Source: an optimization exercise on an open RTL-to-GDS flow (aim: small area, a short achievable clock period and few clock cycles). Production flows keep margins and buffers that such runs may drop. Only simulation tests tie the RTL to the original design; equivalence was not proved. No activity file was given, so power comes from the tool's default toggle rates.

### flow/config.mk
export PLATFORM = sky130hd
export DESIGN_NAME = otp_engine
export DESIGN_NICKNAME = otp_engine
export VERILOG_FILES = /design/flow/design.v
export SDC_FILE = /design/flow/constraint.sdc
export NUM_CORES = 4
export LEC_CHECK = 0
export CAP_MARGIN = 20
export CORE_MARGIN = 2
export CORE_UTILIZATION = 40
export PLACE_DENSITY = 0.6
export SLEW_MARGIN = 20
### flow/constraint.sdc
create_clock -name core_clock -period 9.0 [get_ports {clk}]
set_input_delay 1.8000 -clock core_clock [delete_from_list [all_inputs] [get_ports {clk}]]
set_output_delay 1.8000 -clock core_clock [all_outputs]
set_load 0.01 [all_outputs]
### flow/design.v
module sha1_core (
    input  wire         clk,
    input  wire         rst,
    input  wire         start,
    input  wire [159:0] h_in,
    input  wire [511:0] block,
    output reg          done,
    output wire [159:0] digest
);
    reg [31:0] h0, h1, h2, h3, h4;
    reg [31:0] a, b, c, d, e;
    reg [31:0] w [0:15];
    reg [6:0]  t;
    reg        running;
    assign digest = {h0, h1, h2, h3, h4};
    function [31:0] rotl;
        input [31:0] x;
        input [4:0]  n;
        begin
            rotl = (x << n) | (x >> (6'd32 - {1'b0, n}));
        end
    endfunction
    reg [31:0] f, k;
    always @(*) begin
        if (t < 7'd20) begin
            f = (b & c) | (~b & d);
            k = 32'h5A827999;
        end else if (t < 7'd40) begin
            f = b ^ c ^ d;
            k = 32'h6ED9EBA1;
        end else if (t < 7'd60) begin
            f = (b & c) | (b & d) | (c & d);
            k = 32'h8F1BBCDC;
        end else begin
            f = b ^ c ^ d;
            k = 32'hCA62C1D6;
        end
    end
    wire [31:0] tmp   = rotl(a, 5'd5) + f + e + k + w[0];
    wire [31:0] w_new = rotl(w[13] ^ w[8] ^ w[2] ^ w[0], 5'd1);
    integer i;
    always @(posedge clk) begin
        if (rst) begin
            running <= 1'b0;
            done    <= 1'b0;
            t       <= 7'd0;
        end else begin
            done <= 1'b0;
            if (start) begin
                {h0, h1, h2, h3, h4} <= h_in;
                {a, b, c, d, e}      <= h_in;
                for (i = 0; i < 16; i = i + 1)
                    w[i] <= block[511 - 32*i -: 32];
                t       <= 7'd0;
                running <= 1'b1;
            end else if (running) begin
                if (t == 7'd80) begin
                    h0 <= h0 + a;
                    h1 <= h1 + b;
                    h2 <= h2 + c;
                    h3 <= h3 + d;
                    h4 <= h4 + e;
                    running <= 1'b0;
                    done    <= 1'b1;
                end else begin
                    e <= d;
                    d <= c;
                    c <= rotl(b, 5'd30);
                    b <= a;
                    a <= tmp;
                    for (i = 0; i < 15; i = i + 1)
                        w[i] <= w[i+1];
                    w[15] <= w_new;
                    t <= t + 7'd1;
                end
            end
        end
    end
endmodule
module otp_engine (
    input  wire         clk,
    input  wire         rst,
    input  wire         start,
    input  wire [1:0]   op,         
    input  wire [7:0]   digits,
    input  wire [7:0]   flags,      
    input  wire [31:0]  window,
    input  wire [63:0]  value,      
    input  wire [7:0]   code_len,   
    input  wire [79:0]  code,       
    input  wire [6:0]   key_len,    
    input  wire [511:0] key,        
    output wire         ready,
    output reg          done,
    output reg  [2:0]   status,
    output reg  [31:0]  result
);
    localparam OP_LOAD = 2'd0, OP_HOTP = 2'd1, OP_TOTP = 2'd2, OP_VERIFY = 2'd3;
    localparam ST_OK         = 3'd0;
    localparam ST_ERR_LENGTH = 3'd3;
    localparam ST_ERR_PARAM  = 3'd4;
    localparam ST_NO_SECRET  = 3'd6;
    localparam ST_NO_ANSWER  = 3'd7;
    localparam [159:0] SHA1_IV = 160'h67452301_EFCDAB89_98BADCFE_10325476_C3D2E1F0;
    localparam S_IDLE = 4'd0, S_DIV = 4'd1, S_BLK = 4'd2, S_BLK_WAIT = 4'd3,
               S_MOD = 4'd4, S_VER = 4'd5, S_DONE = 4'd6;
    reg [3:0]   state;
    reg [511:0] key_r;
    reg         key_valid;
    reg [1:0]   op_r;
    reg [3:0]   d_r;
    reg [31:0]  window_r;
    reg [7:0]   code_len_r;
    reg [79:0]  code_r;
    reg [63:0]  quot;       
    reg [32:0]  rem;
    reg [6:0]   cnt;
    reg [1:0]   blk;
    reg [159:0] inner;
    reg         core_start;
    wire        core_done;
    wire [159:0] core_digest;
    reg [30:0]  bin;
    reg [34:0]  modr;
    reg [33:0]  acc;
    reg         bad_char;
    assign ready = (state == S_IDLE);
    wire [511:0] ipad_blk = key_r ^ {64{8'h36}};
    wire [511:0] opad_blk = key_r ^ {64{8'h5C}};
    wire [511:0] msg_blk  = {quot, 32'h80000000, 384'd0, 32'd576};
    wire [511:0] dig_blk  = {inner, 32'h80000000, 288'd0, 32'd672};
    reg [511:0] core_block;
    reg [159:0] core_h;
    always @(*) begin
        case (blk)
            2'd0: begin core_block = ipad_blk; core_h = SHA1_IV;     end
            2'd1: begin core_block = msg_blk;  core_h = core_digest; end
            2'd2: begin core_block = opad_blk; core_h = SHA1_IV;     end
            default: begin core_block = dig_blk; core_h = core_digest; end
        endcase
    end
    sha1_core u_sha1 (
        .clk    (clk),
        .rst    (rst),
        .start  (core_start),
        .h_in   (core_h),
        .block  (core_block),
        .done   (core_done),
        .digest (core_digest)
    );
    wire [3:0]  trunc_off = core_digest[3:0];
    wire [159:0] hs_shift = core_digest << (8 * trunc_off);
    wire [30:0] trunc_bin = hs_shift[158:128];
    reg [34:0] modulus;
    always @(*) begin
        case (d_r)
            4'd1:    modulus = 35'd10;
            4'd2:    modulus = 35'd100;
            4'd3:    modulus = 35'd1000;
            4'd4:    modulus = 35'd10000;
            4'd5:    modulus = 35'd100000;
            4'd6:    modulus = 35'd1000000;
            4'd7:    modulus = 35'd10000000;
            4'd8:    modulus = 35'd100000000;
            4'd9:    modulus = 35'd1000000000;
            default: modulus = 35'd10000000000;
        endcase
    end
    wire [34:0] mod_shift = {modr[33:0], bin[30]};
    wire [33:0] rem_shift = {rem[31:0], quot[63]};
    wire [7:0]  vchar  = code_r[79:72];
    wire        vdigit = (vchar >= 8'h30) && (vchar <= 8'h39);
    wire [33:0] acc_next = (acc << 3) + (acc << 1) + {30'd0, vchar[3:0]};
    wire digits_ok = (digits >= 8'd1) && (digits <= 8'd10);
    always @(posedge clk) begin
        if (rst) begin
            state      <= S_IDLE;
            key_valid  <= 1'b0;
            done       <= 1'b0;
            status     <= 3'd0;
            result     <= 32'd0;
            core_start <= 1'b0;
        end else begin
            done       <= 1'b0;
            core_start <= 1'b0;
            case (state)
                S_IDLE: if (start) begin
                    op_r       <= op;
                    d_r        <= digits[3:0];
                    window_r   <= window;
                    code_len_r <= code_len;
                    code_r     <= code;
                    quot       <= value;
                    rem        <= 33'd0;
                    cnt        <= 7'd0;
                    blk        <= 2'd0;
                    result     <= 32'd0;
                    status     <= ST_OK;
                    state      <= S_DONE;
                    case (op)
                        OP_LOAD: begin
                            if (key_len > 7'd64) begin
                                status <= ST_ERR_LENGTH;
                            end else begin
                                key_r     <= key & ~({512{1'b1}} >> (8 * key_len));
                                key_valid <= (key_len != 7'd0);
                            end
                        end
                        OP_HOTP: begin
                            if (!digits_ok)      status <= ST_ERR_PARAM;
                            else if (!key_valid) status <= ST_NO_SECRET;
                            else                 state  <= S_BLK;
                        end
                        OP_TOTP: begin
                            if (!digits_ok || window == 32'd0) status <= ST_ERR_PARAM;
                            else if (!key_valid)               status <= ST_NO_SECRET;
                            else                               state  <= S_DIV;
                        end
                        default: begin
                            if (!digits_ok || window == 32'd0 || flags[7:1] != 7'd0)
                                status <= ST_ERR_PARAM;
                            else if (!flags[0] || !key_valid)
                                status <= ST_NO_ANSWER;
                            else
                                state <= S_DIV;
                        end
                    endcase
                end
                S_DIV: begin
                    if (rem_shift >= {2'b00, window_r}) begin
                        rem  <= rem_shift - {2'b00, window_r};
                        quot <= {quot[62:0], 1'b1};
                    end else begin
                        rem  <= rem_shift[32:0];
                        quot <= {quot[62:0], 1'b0};
                    end
                    cnt <= cnt + 7'd1;
                    if (cnt == 7'd63)
                        state <= S_BLK;
                end
                S_BLK: begin
                    core_start <= 1'b1;
                    state      <= S_BLK_WAIT;
                end
                S_BLK_WAIT: if (core_done) begin
                    blk <= blk + 2'd1;
                    if (blk == 2'd1)
                        inner <= core_digest;
                    if (blk == 2'd3) begin
                        bin   <= trunc_bin;
                        modr  <= 35'd0;
                        cnt   <= 7'd0;
                        state <= S_MOD;
                    end else begin
                        state <= S_BLK;
                    end
                end
                S_MOD: begin
                    if (mod_shift >= modulus)
                        modr <= mod_shift - modulus;
                    else
                        modr <= mod_shift;
                    bin <= {bin[29:0], 1'b0};
                    cnt <= cnt + 7'd1;
                    if (cnt == 7'd30) begin
                        cnt      <= 7'd0;
                        acc      <= 34'd0;
                        bad_char <= 1'b0;
                        if (op_r == OP_VERIFY)
                            state <= S_VER;
                        else
                            state <= S_DONE;
                    end
                end
                S_VER: begin
                    if (cnt == {3'd0, d_r}) begin
                        if (code_len_r == {4'd0, d_r} && !bad_char && acc == modr[33:0])
                            result <= 32'd0;
                        else
                            result <= 32'd1;
                        state <= S_DONE;
                    end else begin
                        if (!vdigit) bad_char <= 1'b1;
                        acc    <= acc_next;
                        code_r <= {code_r[71:0], 8'd0};
                        cnt    <= cnt + 7'd1;
                    end
                end
                S_DONE: begin
                    if (op_r != OP_VERIFY && status == ST_OK && op_r != OP_LOAD)
                        result <= modr[31:0];
                    done  <= 1'b1;
                    state <= S_IDLE;
                end
                default: state <= S_IDLE;
            endcase
        end
    end
endmodule
### flow/run.sh
#!/bin/bash
# synth_recipe.tcl (not shown) runs the flow's synth.tcl, then flattens the netlist and writes it again
# the make line also repeats each setting of config.mk as NAME=value (left out here)
make -C /OpenROAD-flow-scripts/flow DESIGN_CONFIG=/design/flow/config.mk WORK_HOME=/design/flow/orfs CLKGATE_MAP_FILE= SYNTH_SCRIPT=/design/flow/synth_recipe.tcl finish
==> reports/metrics.cfg <==
[placed_design]
place.gp.congestion=0.975
dp.cells=12200
dp_hpwl_mm=319
postPlaceCellArea_um2=112000
io_buffer_count=760

[timing]
rsz0062_at_grt=false
fmax_mhz=135
tightest_slew_ns=1.25
setup_violations=0
finClkSkew_ns=0.0976
hold_violations=0
tns_ns=0
whs_ns=0.455
max-slew-margin-rel=0.162
period_minus_slack_ns=7.40
fin_crit_sh=0.822
slew_viol_final=0

[routing]
highest_layer=met5
avgViaCountPerCell=6.01
wl_per_cell_um=33.4
routed_wl_mm=422
m1WireLength_mm=173
vias=76000
antenna_left=0
dr_wl_met2_mm=181
route.met3.wl_mm=43.7
drtIter0Drc=10800
dr.pass1.iters=6
drc=0

[power]
p_clk_frac=0.250
switching_power_w=0.0132
p_per_area_nw_per_um2=292
p_leak_nw=43.3
peakVddDrop_mv=0.211
p_sw_frac=0.379
power.internal_w=0.0216
pwr-share-seq=0.374
pwr-share-comb=0.376

[synth]
synth_area_leaders=edfxtp_1 (55%), ha_1 (4.2%), nand2_1 (3.2%)
synth_top_area_share=0.547
syn_inst=8433
syn-cell-area_um2=101000
postSynthAreaPerCell_um2=11.9
synth_common_cells=edfxtp_1 (1835), nand2_1 (863), o21ai_0 (521)
ys_warn_count=3
synth_area_leader_cell=edfxtp_1
synth_edf_count=1835
yosysSeqAreaShare=0.562
yosys_register_bits=1910
async_flop_share=0
post-synth-top-count-cell=edfxtp_1
ys.flop_type=edfxtp_1
syn_nets=9618
ys_types=90

[setup_path]
r2r_cells=25
worstReg2RegStart=u_sha1.t[5]$_SDFFE_PP0P_
cp-end-kind=flip-flop
critPathKind=reg2reg
startpoint=u_sha1.t[5]$_SDFFE_PP0P_
required_ns=9.61
arrival_ns=8.01
start_kind=flip-flop
r2r-end=u_sha1.a[30]$_DFFE_PP_
cp_max_fo=23
ff2ff_setup_slack_ns=1.60

[grt]
grt_pass1_wl_mm=574
grt_max_degree=193
antenna_found_initial=110
track_usage=0.320
overflow=0
grt_pass1_vias=71800

[clock_tree]
clock_latency_ns=0.91
cts_buffer_depth=3
clk_pin_slew_worst_paths_ns=0.06
root_buffer=clkbuf_16
clock_sinks=1910
cts_buffers=210
htree_levels=4
cts_tree=done
cts_setup_buffers=0
post_cts_resized=0
ctsHoldBuffers=0

[die]
chipWidth_um=506
rows=184
coreArea_um2=251000
initial_core_util=0.401
die_area_um2=256000
die_y_um=506
ioPinCount=761

[worst_hold_path]
min_to=result[11]$_SDFFE_PP0P_
whs_path_depth=2
hold_start=result[11]$_SDFFE_PP0P_
hp-class=reg2reg

[layout]
nNetsFinal=10300
fillers=22500
final_area_um2=119000
syn_to_final_growth_pct=18.4
drive_above_1_share=0.0779
fin_cells=12600

[outcome]
status=complete, no violations

[run]
drv_cap=0

[per-layer routing]
| layer | track usage | up-vias |
|---|---|---|
| met5 | 0 | - |
| met4 | 0.154 | 30 |
| met3 | 0.0713 | 743 |
| met2 | 0.467 | 4422 |
| met1 | 0.449 | 38300 |
| li1 | - | 32500 |
[flip-flops by register name (all words and copies together), names as in the netlist, 31 cells and up]
name and cells:
key_r 512, u_sha1.w 512, inner 160, code_r 80, quot 64, acc 34, modr 34, rem 32
result 32, u_sha1.a 32, u_sha1.b 32, u_sha1.c 32, u_sha1.d 32, u_sha1.e 32, u_sha1.h0 32, u_sha1.h1 32
u_sha1.h2 32, u_sha1.h3 32, u_sha1.h4 32, window_r 32, bin 31
[stage by stage]
step | utilization | total power, W | setup WS, ns
CTS | 0.475 | 0.0347 | 1.78
global route | 0.475 | 0.0365 | 1.42
global placement | 0.447 | 0.0260 | 1.91
floorplan | - | 0.0215 | -3.42
finish | 0.475 | 0.0349 | 1.60
detailed placement | 0.448 | 0.0260 | 1.76
[kinds of logic (layout without fill, tap and decap cells)]
kind of cell / Yosys count / after routing / share of synthesized area
other: 0 / 35 / 0
xor gates and xnor gates: 378 / 378 / 0.0329
buffers and inverters: 851 / 1675 / 0.0320
DFF: 1910 / 1910 / 0.562
and+or+nand+nor: 2306 / 2306 / 0.110
muxes: 486 / 486 / 0.0646
AOI/OAI and AO/OA: 2041 / 2041 / 0.133
adders and majority gates: 461 / 461 / 0.0663
[worst max path at each step]
| stage | endpoint | depth (start not counted) | slack, ns |
|---|---|---|---|
| 6_report | u_sha1.a[30]$_DFFE_PP_ | 25 | 1.60 |
| 3_5_place_dp | u_sha1.a[30]$_DFFE_PP_ | 25 | 1.76 |
| 4_1_cts | u_sha1.a[30]$_DFFE_PP_ | 25 | 1.78 |
| 2_1_floorplan | u_sha1.a[0]$_DFFE_PP_ | 3 | -3.42 |
| 5_1_grt | u_sha1.a[30]$_DFFE_PP_ | 25 | 1.42 |
| 3_3_place_gp | u_sha1.a[30]$_DFFE_PP_ | 25 | 1.91 |
[critical path: stages, from the launching register on]
cell	delay [ns]
dfxtp_1	0.40
and3_1	0.23
a21oi_1	0.11
buf_4	0.19
nand2_1	0.06
buf_4	0.31
inv_1	0.10
nor2_1	0.20
buf_12	0.23
inv_1	0.34
o21ai_0	0.55
ha_1	0.24
inv_1	0.05
fa_1	0.45
inv_1	0.08
ha_1	0.25
a211oi_1	0.41
o211ai_1	0.28
a221oi_1	0.30
o21ai_1	0.27
a211oi_1	0.55
nor2_1	0.15
and4_1	0.23
a2111oi_0	0.60
nor4b_1	0.45
nor4_1	0.11
[cells in the final DEF (no fill, tap or decap), drive strengths merged, types with 241 or more instances in the layout]
cell type,n
ha,340
clkdlybuf4s50,758
mux2i,294
inv,425
clkbuf,270
o2bb2ai,241
and2,369
edfxtp,1835
nand2,863
a21oi,518
o21ai,532
xnor2,249
nor2,441
[cell type report]
class,instances,area (um^2),share of cell area
clock inverter,109,1260,0.0106
tap,3348,4190,0.0351
sequential,1910,56600,0.475
timing repair buffer,880,8720,0.0731
inverter,417,1570,0.0132
clock buffer,269,5560,0.0466
antenna,35,87.6,0.000734
multi-input combinational,5672,41300,0.346
[power by group through the flow]
| stage | combinational [W] | sequential [W] | clock, W |
|---|---|---|---|
| 2_1_floorplan | 0.00888 | 0.0126 | 0 |
| 3_3_place_gp | 0.0129 | 0.0131 | 0 |
| 3_5_place_dp | 0.0129 | 0.0131 | 0 |
| 4_1_cts | 0.0129 | 0.0130 | 0.00880 |
| 5_1_grt | 0.0143 | 0.0130 | 0.00912 |
| 6_report | 0.0131 | 0.0130 | 0.00872 |
Testbench counts, summed over its fixed seeds: cycles 157,115.

[static timing again, ports no longer ideal]
No port has a modelled driver above. Below, the same layout with a new extraction and two added sets of constraints. Step 1 (the two cells are an assumption about what drives the block):
set clk [get_ports {clk}]
set_driving_cell -lib_cell sky130_fd_sc_hd__clkbuf_16 $clk
set_driving_cell -lib_cell sky130_fd_sc_hd__buf_2 [delete_from_list [all_inputs] $clk]
Step 2 moves the port delays by t, midway between the first and last clock arrival at a register: inputs arrive t later, outputs are due t later. That takes back most of the time a late clock gives input paths. Slacks: ideal / step 1 / step 2; pairs: ideal / step 1.
t (ns): 0.974
slack for setup (ns): 1.604 / 1.604 / 1.604
worst setup path at the end: register to register
slew at the worst register clock pin (ns): 0.07 / 0.07
worst data-port slew with drivers (ns): 0.18
After both steps this run still meets setup and hold. The setup slack of this run moves by 0.000 ns with the drivers and by 0.000 ns with both steps.
